Background: an optimization exercise with open tools, aiming at small area, a short achievable clock period and few clock cycles per item. Do not read the settings as production practice.
The RTL was checked by simulation tests, not by an equivalence proof against the original design.

==> job 916 <==
Design isg_extract, start of the top module:
module isg_extract (
    input  wire        clk,
    input  wire        rst,         
    input  wire        cfg_we,
    input  wire [5:0]  cfg_addr,
    input  wire [5:0]  cfg_pos,
    input  wire [6:0]  npos,        
    input  wire [31:0] qstep,       
    input  wire        variant,     
    input  wire        in_valid,
    input  wire [7:0]  in_data,
    output wire        in_ready,
    output reg         done,
    output reg  [63:0] bits_out
);
    reg        cfg_we_r;
    reg [5:0]  cfg_addr_r, cfg_pos_r;
    reg [31:0] qstep_r;
    reg        variant_r;
    reg [6:0]  npos_r;
    reg [5:0]  pos_tab [0:63];
    always @(posedge clk) begin
        cfg_we_r   <= cfg_we;
        cfg_addr_r <= cfg_addr;
        cfg_pos_r  <= cfg_pos;
        qstep_r    <= qstep;
        variant_r  <= variant;
        npos_r     <= npos;
        if (cfg_we_r)
            pos_tab[cfg_addr_r] <= cfg_pos_r;
    end
    reg  [5:0] c;             
    reg  [5:0] ld_cnt;        
    reg        in_ready_r;
    reg        smp_v;
    reg  [7:0] smp_r;         
    assign in_ready = in_ready_r;
    wire accept = in_valid & in_ready_r & ~rst;
    always @(posedge clk) begin
        smp_r <= {~in_data[7], in_data[6:0]};
        smp_v <= accept;
    end
    reg  [511:0] ringv;
    wire [7:0]   ring63 = ringv[511:504];
    wire [7:0]   tail_in = smp_v ? smp_r : ring63;
    always @(posedge clk)
        ringv <= {ringv[503:0], tail_in};
    wire signed [7:0] s0 = ringv[55:48];
    wire signed [7:0] s1 = ringv[47:40];
    wire signed [7:0] s2 = ringv[39:32];
    wire signed [7:0] s3 = ringv[31:24];
    wire signed [7:0] s4 = ringv[23:16];
    wire signed [7:0] s5 = ringv[15:8];
  ...
Settings: LEC_CHECK=0, CAP_MARGIN=20, CORE_MARGIN=2, CORE_UTILIZATION=40, PLACE_DENSITY=0.6, SLEW_MARGIN=20; clock period 13.0 ns.
run.sh (not shown) runs the stock make flow with config.mk's settings and CLKGATE_MAP_FILE= SYNTH_SCRIPT=/design/flow/synth_recipe.tcl, a recipe that flattens the netlist after the stock synthesis.
==> inputs of job 9630, as changes to job 916 <==
--- a/flow/design.v
+++ b/flow/design.v
@@ -565,22 +565,22 @@
   wire [26:0] mb_7_u = {~mb_7_t[26], mb_7_t[25:0]};
   wire [14:0] mb_ng = {mb_7_neg, 1'b0, mb_6_neg, 1'b0, mb_5_neg, 1'b0, mb_4_neg, 1'b0, mb_3_neg, 1'b0, mb_2_neg, 1'b0, mb_1_neg, 1'b0, mb_0_neg};
   wire [43:0] mc_s, mc_c;
   csa_mac u_csa_mac (.mb_0_u(mb_0_u), .mb_1_u(mb_1_u), .mb_2_u(mb_2_u), .mb_3_u(mb_3_u), .mb_4_u(mb_4_u), .mb_5_u(mb_5_u), .mb_6_u(mb_6_u), .mb_7_u(mb_7_u), .mb_ng(mb_ng), .s(mc_s), .c(mc_c));
     reg [43:0] m_s, m_c;
     reg [2:0]  m_x, m_j, m_k;
-    reg        m_tag, m_dc;
+    reg        m_tag, m_dc, m_first;
     always @(posedge clk) begin
         m_s <= mc_s; m_c <= mc_c;
         m_x <= b_x; m_j <= b_j; m_k <= b_k; m_tag <= b_tag;
-        m_dc <= (b_u == 3'd0) && (b_v == 3'd0);
+        m_dc <= (b_x == 3'd0) && (b_u == 3'd0) && (b_v == 3'd0);
+        m_first <= (b_x == 3'd0);
     end
     reg  [307:0] accv;
     wire [43:0]  acc_head = accv[307:264];
-    wire         c_first = (m_x == 3'd0);
-    wire [43:0]  c_accin = c_first ? (m_dc ? 44'd4397866188800 : 44'd0) : acc_head;
+    wire [43:0]  c_accin = (acc_head & {44{~m_first}}) | (44'd4397866188800 & {44{m_dc}});
     wire [43:0]  cs_x = c_accin ^ m_s ^ m_c;
     wire [43:0]  cs_y = {(c_accin[42:0] & m_s[42:0]) | (c_accin[42:0] & m_c[42:0]) | (m_s[42:0] & m_c[42:0]), 1'b0};
     wire [22:0]  zl_w = {1'b0, cs_x[21:0]} + {1'b0, cs_y[21:0]};
     reg  [21:0]  n_zl, n_xh, n_yh;
     reg          n_cy;
     reg  [2:0]   n_x, n_j, n_k;
==> flow/config.mk (replaced) <==
export PLATFORM = sky130hd
export DESIGN_NAME = isg_extract
export DESIGN_NICKNAME = isg_extract
export VERILOG_FILES = /design/flow/design.v
export SDC_FILE = /design/flow/constraint.sdc
export NUM_CORES = 4
export LEC_CHECK = 0
export ABC_AREA = 1
export CAP_MARGIN = 20
export CORE_MARGIN = 2
export CORE_UTILIZATION = 55
export PLACE_DENSITY = 0.7
export SLEW_MARGIN = 20
==> results.txt <==
Job 9630 finished clean. Job 916 finished clean.
In job 9630 the first-iteration DRC count is higher than in job 916, by about 46%.
Core utilization: job 9630 is higher than job 916 (16 points).
Between job 916 and job 9630, the lower wire length is in job 916 (gap 11%, measured against job 9630).
Testbench counts of job 916, summed over its fixed seeds: cycles 26,074, items 320.
Testbench counts of job 9630, summed over its fixed seeds: cycles 26,074, items 320.

* * *

==> run Y <==
isg_extract, a different RTL version from the one above (not shown whole).
==> flow/config.mk <==
export PLATFORM = sky130hd
export DESIGN_NAME = isg_extract
export DESIGN_NICKNAME = isg_extract
export VERILOG_FILES = /design/flow/design.v
export SDC_FILE = /design/flow/constraint.sdc
export NUM_CORES = 4
export LEC_CHECK = 0
export ABC_CLOCK_PERIOD_IN_PS = 4000
export CAP_MARGIN = 20
export CORE_MARGIN = 2
export CORE_UTILIZATION = 40
export PLACE_DENSITY = 0.6
export SLEW_MARGIN = 20
==> flow/constraint.sdc <==
create_clock -name core_clock -period 13.0 [get_ports {clk}]
set_input_delay 2.6000 -clock core_clock [delete_from_list [all_inputs] [get_ports {clk}]]
set_output_delay 2.6000 -clock core_clock [all_outputs]
set_load 0.01 [all_outputs]
==> run B (differences from run Y) <==
Settings changed: ABC_CLOCK_PERIOD_IN_PS 4000 to unset.
==> qor.yml <==
global_routing:
  busiest_layer: "met2"
  use_met2_pct: 30.1
timing:
  drv_slew: 0
  max-slew-margin-rel_pct: 23.6
die:
  initial_utilization_pct: 40.2
  die_y_um: 518
outcome:
  status: "complete, no violations"
clock_network:
  h-tree-depth: 4
  cts_hold_buffers: 0
detailed_routing:
  vias: 66469
  highest_layer: "met4"
job:
  maxCapViolations: 0
worst_setup_path:
  required_ps: 13810
  reg2reg_slack_ps: 7560
cells_and_area:
  regArea_um2: 52500
The numbers above come from run B.

==> qor.yml <==
timing:
  max-slew-margin-rel_pct: 23.6
  drv_slew: 0
outcome:
  status: "complete, no violations"
clock_network:
  clk_latency_ps: 920
die:
  die_y_um: 518
  initial_utilization_pct: 40.2
worst_setup_path:
  required_ps: 13810
cells_and_area:
  regArea_um2: 52500
job:
  maxCapViolations: 0
placement:
  gp_congestion: 0.904
global_routing:
  use_met2_pct: 30.1
detailed_routing:
  highest_layer: "met4"
The numbers above come from run Y.

Testbench counts of run Y, summed over its fixed seeds: cycles 26,066, items 320.
Testbench counts of run B, summed over its fixed seeds: cycles 26,066, items 320.

* * *

==> inputs of 12-11 <==
RTL: one of the versions met above, not the one the previous note started from.
export LEC_CHECK = 0
export ABC_AREA = 1
export CAP_MARGIN = 20
export CORE_MARGIN = 2
export CORE_UTILIZATION = 40
export PLACE_DENSITY = 0.6
export SLEW_MARGIN = 20
create_clock -name core_clock -period 13.0 [get_ports {clk}]
==> inputs of 11-01, as changes to 12-11 <==
--- a/flow/design.v
+++ b/flow/design.v
@@ -23,24 +23,24 @@
         cfg_we_r   <= cfg_we;
         cfg_addr_r <= cfg_addr;
         cfg_pos_r  <= cfg_pos;
         qstep_r    <= qstep;
         variant_r  <= variant;
-        npos_r     <= npos;
+        npos_r     <= npos | {6'd0, (npos == 7'd0)};    
         if (cfg_we_r)
             pos_tab[cfg_addr_r] <= cfg_pos_r;
     end
     reg  [5:0] c;             
     reg  [5:0] ld_cnt;        
     reg        in_ready_r;
     reg        smp_v;
     reg  [7:0] smp_r;         
     assign in_ready = in_ready_r;
-    wire accept = in_valid & in_ready_r & ~rst;
+    wire accept = in_valid & in_ready_r;
     always @(posedge clk) begin
         smp_r <= {~in_data[7], in_data[6:0]};
-        smp_v <= accept;
+        smp_v <= accept & ~rst;
     end
     reg  [511:0] ringv;
     wire [7:0]   ring63 = ringv[511:504];
     wire [7:0]   tail_in = smp_v ? smp_r : ring63;
     always @(posedge clk)
@@ -63,19 +63,20 @@
             f_e0 <= e0; f_e1 <= e1; f_e2 <= e2; f_e3 <= e3;
             f_o0 <= o0; f_o1 <= o1; f_o2 <= o2; f_o3 <= o3;
             f_x  <= c[5:3];
         end
     end
-    reg        rev_load, rev_stream, rev_recirc, rev_tag;
-    reg [2:0]  rev_k;
-    reg        nrev_load, nrev_stream, nrev_recirc, nrev_tag;
-    reg [2:0]  nrev_k;
-    reg        stream_ok, rev_ok;
-    reg [3:0]  pleft;
-    reg [2:0]  knext;
-    reg        ld_tag;
-    reg [1:0]  blk_out;       
+    wire       rev_load, rev_stream, rev_recirc, rev_tag;
+    wire [2:0] rev_k;
+    wire       nrev_load, nrev_stream, nrev_recirc, nrev_tag;
+    wire [2:0] nrev_k;
+    wire       stream_ok, rev_ok;
+    wire [3:0] pleft;
+    wire [2:0] knext;
+    wire       ld_tag;
+    wire [1:0] blk_out;       
+    wire       ir_cur;
     reg        idle_d;
     reg [2:0]  meta_k;
     reg        meta_tag;
     reg        dbusy;
     reg [4:0]  dcnt;
@@ -85,30 +86,37 @@
     wire idle_all  = (ld_cnt == 6'd0) && (blk_out == 2'd0);
     wire [3:0] ptot = ({1'b0, npos_r} + 8'd7) >> 3;
     wire quiet      = !rev_stream && !rev_recirc && !any_pend && !dbusy;
     wire thr        = fast || quiet || idle_all;
     localparam integer SW = 39;
-    wire [SW-1:0] st_now = {c, ld_cnt, in_ready_r, ld_tag, pleft, knext,
-                            nrev_load, nrev_stream, nrev_recirc, nrev_tag, nrev_k,
-                            rev_load, rev_stream, rev_recirc, rev_tag, rev_k,
-                            stream_ok, rev_ok, blk_out};
+    reg  [SW-14:0] st_r0, st_r1;
+    reg            sel_r;
+    wire [SW-14:0] st_rest = sel_r ? st_r1 : st_r0;
+    assign {ld_tag, pleft, knext,
+            nrev_load, nrev_stream, nrev_recirc, nrev_tag, nrev_k,
+            rev_load, rev_stream, rev_recirc, rev_tag, rev_k,
+            stream_ok, rev_ok, blk_out} = st_rest;
+    assign ir_cur = in_ready_r;
+    wire [SW-1:0] st_now = {c, ld_cnt, in_ready_r, st_rest};
     wire [SW-1:0] st_a0, st_a1;
     wire blk_a1;
     isg_sched u_s0 (.acc(1'b0), .st(st_now), .smp_v(smp_v), .ptot(ptot), .thr(thr),
                     .idle_all(idle_all), .last_res(last_res), .nx(st_a0), .blk_now());
     isg_sched u_s1 (.acc(1'b1), .st(st_now), .smp_v(smp_v), .ptot(ptot), .thr(thr),
                     .idle_all(idle_all), .last_res(last_res), .nx(st_a1), .blk_now(blk_a1));
-    wire blk_now = accept & blk_a1;
     wire [SW-1:0] st_rst = {6'd63, 6'd0, 1'b1, 1'b0, 4'd0, 3'd0,
                             1'b1, 1'b1, 1'b0, 1'b0, 3'd0,
                             1'b0, 1'b0, 1'b0, 1'b0, 3'd0,
                             1'b0, 1'b0, 2'd0};
     always @(posedge clk) begin
-        {c, ld_cnt, in_ready_r, ld_tag, pleft, knext,
-         nrev_load, nrev_stream, nrev_recirc, nrev_tag, nrev_k,
-         rev_load, rev_stream, rev_recirc, rev_tag, rev_k,
-         stream_ok, rev_ok, blk_out} <= rst ? st_rst : (accept ? st_a1 : st_a0);
+        if (rst) begin
+            st_r0 <= st_rst[SW-14:0]; st_r1 <= st_rst[SW-14:0]; sel_r <= 1'b0;
+            in_ready_r <= 1'b1; c <= 6'd63; ld_cnt <= 6'd0;
+        end else begin
+            st_r0 <= st_a0[SW-14:0]; st_r1 <= st_a1[SW-14:0]; sel_r <= accept;
+            {c, ld_cnt, in_ready_r} <= accept ? st_a1[SW-1:SW-13] : st_a0[SW-1:SW-13];
+        end
     end
     always @(posedge clk) begin
         if (c[2:0] == 3'd6) begin
             meta_k <= rev_k; meta_tag <= rev_tag;
         end
@@ -566,20 +574,20 @@
   wire [14:0] mb_ng = {mb_7_neg, 1'b0, mb_6_neg, 1'b0, mb_5_neg, 1'b0, mb_4_neg, 1'b0, mb_3_neg, 1'b0, mb_2_neg, 1'b0, mb_1_neg, 1'b0, mb_0_neg};
   wire [43:0] mc_s, mc_c;
   csa_mac u_csa_mac (.mb_0_u(mb_0_u), .mb_1_u(mb_1_u), .mb_2_u(mb_2_u), .mb_3_u(mb_3_u), .mb_4_u(mb_4_u), .mb_5_u(mb_5_u), .mb_6_u(mb_6_u), .mb_7_u(mb_7_u), .mb_ng(mb_ng), .s(mc_s), .c(mc_c));
     reg [43:0] m_s, m_c;
     reg [2:0]  m_x, m_j, m_k;
-    reg        m_tag, m_dc;
+    reg        m_tag, m_dc, m_first;
     always @(posedge clk) begin
         m_s <= mc_s; m_c <= mc_c;
         m_x <= b_x; m_j <= b_j; m_k <= b_k; m_tag <= b_tag;
-        m_dc <= (b_u == 3'd0) && (b_v == 3'd0);
+        m_dc <= (b_x == 3'd0) && (b_u == 3'd0) && (b_v == 3'd0);
+        m_first <= (b_x == 3'd0);
     end
     reg  [307:0] accv;
     wire [43:0]  acc_head = accv[307:264];
-    wire         c_first = (m_x == 3'd0);
-    wire [43:0]  c_accin = c_first ? (m_dc ? 44'd4397866188800 : 44'd0) : acc_head;
+    wire [43:0]  c_accin = (acc_head & {44{~m_first}}) | (44'd4397866188800 & {44{m_dc}});
     wire [43:0]  cs_x = c_accin ^ m_s ^ m_c;
     wire [43:0]  cs_y = {(c_accin[42:0] & m_s[42:0]) | (c_accin[42:0] & m_c[42:0]) | (m_s[42:0] & m_c[42:0]), 1'b0};
     wire [22:0]  zl_w = {1'b0, cs_x[21:0]} + {1'b0, cs_y[21:0]};
     reg  [21:0]  n_zl, n_xh, n_yh;
     reg          n_cy;
@@ -611,13 +619,13 @@
     wire         head_tag  = res_head[34];
     wire [5:0]   head_p    = res_head[33:28];
     wire [27:0]  head_c    = res_head[27:0];
     reg          out_tag;
     wire         d_free = !dbusy || (dcnt == 5'd0);
-    wire         take = d_free && head_pend && (head_tag == out_tag) && !rst;
+    wire         take = d_free && head_pend && (head_tag == out_tag);
     wire [35:0]  res_in = h_v ? {1'b1, h_tag, h_p, h_c}
-                              : {head_pend & ~take & ~rst, res_head[34:0]};
+                              : {head_pend & ~take, res_head[34:0]};
     integer ri;
     reg [7:0] pend_bits;
     always @* begin
         for (ri = 0; ri < 8; ri = ri + 1)
             pend_bits[ri] = resv[36*ri + 35];
@@ -633,41 +641,39 @@
     reg [4:0]  s_norm;
     always @(posedge clk) begin
         idle_d <= idle_all;
         if (idle_all || idle_d) begin
             qn <= qstep_r; s_norm <= 5'd0;
-        end else if (!qn[31] && qn != 32'd0) begin
-            qn <= {qn[30:0], 1'b0}; s_norm <= s_norm + 5'd1;
+        end else if (qn[31:30] == 2'b00 && qn != 32'd0) begin
+            qn <= {qn[29:0], 2'b00}; s_norm <= s_norm + 5'd2;
         end
-        fast <= variant_r || ((qn[31] || qn == 32'd0) && s_norm <= 5'd12);
+        fast <= variant_r || ((qn[31:30] != 2'b00 || qn == 32'd0) && s_norm <= 5'd12);
     end
-    reg [35:0] dv1, dv2, dv3;
-    reg [4:0]  dsteps;
-    wire [35:0] dva = s_norm[0] ? {2'b00, qn, 2'b00} : {3'b000, qn, 1'b0};
-    always @(posedge clk) begin
-        dv1 <= dva;
-        dv2 <= {dva[34:0], 1'b0};
-        dv3 <= dva + {dva[34:0], 1'b0};
-        dsteps <= ({1'b0, s_norm} + 6'd1) >> 1;
+    reg [34:0] dv3;
+    reg [3:0]  dsteps;
+    always @(posedge clk) begin
+        dv3 <= {qn, 1'b0} + {qn, 2'b00};
+        dsteps <= s_norm[4:1];
     end
     reg [33:0] drem;
     reg        dneg, dq, dpbit;
     reg [5:0]  dp;
     wire [33:0] n_c2  = {{5{head_c[27]}}, head_c, 1'b0};
     wire [33:0] n_val = n_c2 + {2'b00, qstep_r};
     wire [33:0] n_neg = ~n_c2 + ~{2'b00, qstep_r} + 34'd2;
     wire [33:0] n_abs = n_val[33] ? n_neg : n_val;
     wire [36:0] r4  = {1'b0, drem, 2'b00};
-    wire [36:0] t1  = r4 - {1'b0, dv1};
-    wire [36:0] t2  = r4 - {1'b0, dv2};
-    wire [36:0] t3  = r4 - {1'b0, dv3};
+    wire [36:0] t1  = r4 - {4'b0000, qn, 1'b0};
+    wire [36:0] t2  = r4 - {3'b000, qn, 2'b00};
+    wire [36:0] t3  = r4 - {2'b00, dv3};
     wire ge1 = ~t1[36], ge2 = ~t2[36], ge3 = ~t3[36];
     wire [33:0] rnext = ge3 ? t3[33:0] : ge2 ? t2[33:0] : ge1 ? t1[33:0] : r4[33:0];
     wire        qodd  = ge3 | (ge1 & ~ge2);
     wire        wr  = dbusy && (dcnt == 5'd0);
     wire        res_bit = variant_r ? dpbit : (dq ^ (dneg & (drem != 34'd0)));
     reg [6:0] res_cnt;
+    reg       done_pre;
     assign last_res = wr && ({res_cnt + 7'd1} == npos_r);
     always @(posedge clk) begin
         if (rst) begin
             dbusy <= 1'b0; dcnt <= 5'd0;
         end else if (take) begin
@@ -675,33 +681,34 @@
             drem  <= n_abs;
             dneg  <= n_val[33];
             dq    <= 1'b0;
             dpbit <= head_c[16] ^ head_c[15];
             dp    <= head_p;
-            dcnt  <= variant_r ? 5'd0 : dsteps;
+            dcnt  <= variant_r ? 5'd0 : {1'b0, dsteps};
         end else if (wr) begin
             dbusy <= 1'b0;
         end else if (dbusy) begin
             drem <= rnext; dq <= qodd; dcnt <= dcnt - 5'd1;
         end
     end
     integer bi;
     always @(posedge clk) begin
         if (rst) begin
-            done <= 1'b0; res_cnt <= 7'd0; out_tag <= 1'b0;
+            done <= 1'b0; done_pre <= 1'b0; res_cnt <= 7'd0; out_tag <= 1'b0;
         end else begin
-            done <= last_res;
+            done_pre <= last_res;
+            done <= done_pre;
             if (last_res) begin
                 res_cnt <= 7'd0; out_tag <= ~out_tag;
             end else if (wr) begin
                 res_cnt <= res_cnt + 7'd1;
             end
         end
         for (bi = 0; bi < 64; bi = bi + 1) begin
             if (wr && dp == bi[5:0])
                 bits_out[bi] <= res_bit;
-            else if (idle_all)
+            else if (idle_all && !done_pre)
                 bits_out[bi] <= 1'b0;
         end
     end
 endmodule
 module isg_sched (
--- a/flow/config.mk
+++ b/flow/config.mk
@@ -6,8 +6,8 @@
 export NUM_CORES = 4
 export LEC_CHECK = 0
 export ABC_AREA = 1
 export CAP_MARGIN = 20
 export CORE_MARGIN = 2
-export CORE_UTILIZATION = 40
-export PLACE_DENSITY = 0.6
+export CORE_UTILIZATION = 55
+export PLACE_DENSITY = 0.7
 export SLEW_MARGIN = 20
==> notes <==
Critical path depth is the same in 12-11 and 11-01.
Of 12-11 and 11-01, 12-11 has the higher final cell count (gap about 6%, measured against 11-01).
Testbench counts of 12-11, summed over its fixed seeds: cycles 26,074, items 320.
Testbench counts of 11-01, summed over its fixed seeds: cycles 26,064, items 320.

[separate check: timing with driven ports]
No port has a modelled driver above. Below, the same layouts with a new extraction and two added sets of constraints.
Step 1 sets driving cells, clkbuf_16 on the clock port and buf_2 on the other inputs (assumed; they add their load-dependent delay and slew).
Step 2 also shifts input and output timing later by t, the mid clock arrival at the registers, as if the neighbouring blocks saw the same clock.
Three values: ideal ports, drivers, drivers and shift; two values: the first two.
run | t (ns) | setup WS [ns] | cell pins on the clock port's net
job 916 | 0.972 | 7.877 / 7.877 / 7.005 | 1
job 9630 | 0.949 | 8.319 / 8.319 / 7.783 | 1
run Y | 0.965 | 7.561 / 7.561 / 7.251 | 1
run B | 0.965 | 7.561 / 7.561 / 7.251 | 1
12-11 | 0.990 | 8.064 / 8.064 / 7.511 | 1
11-01 | 0.932 | 8.161 / 8.161 / 8.161 | 1
After both steps setup and hold are still met in every run listed. For job 916, which loses most, drivers alone change the setup slack by 0.000 ns; drivers and shift together by -0.872 ns.
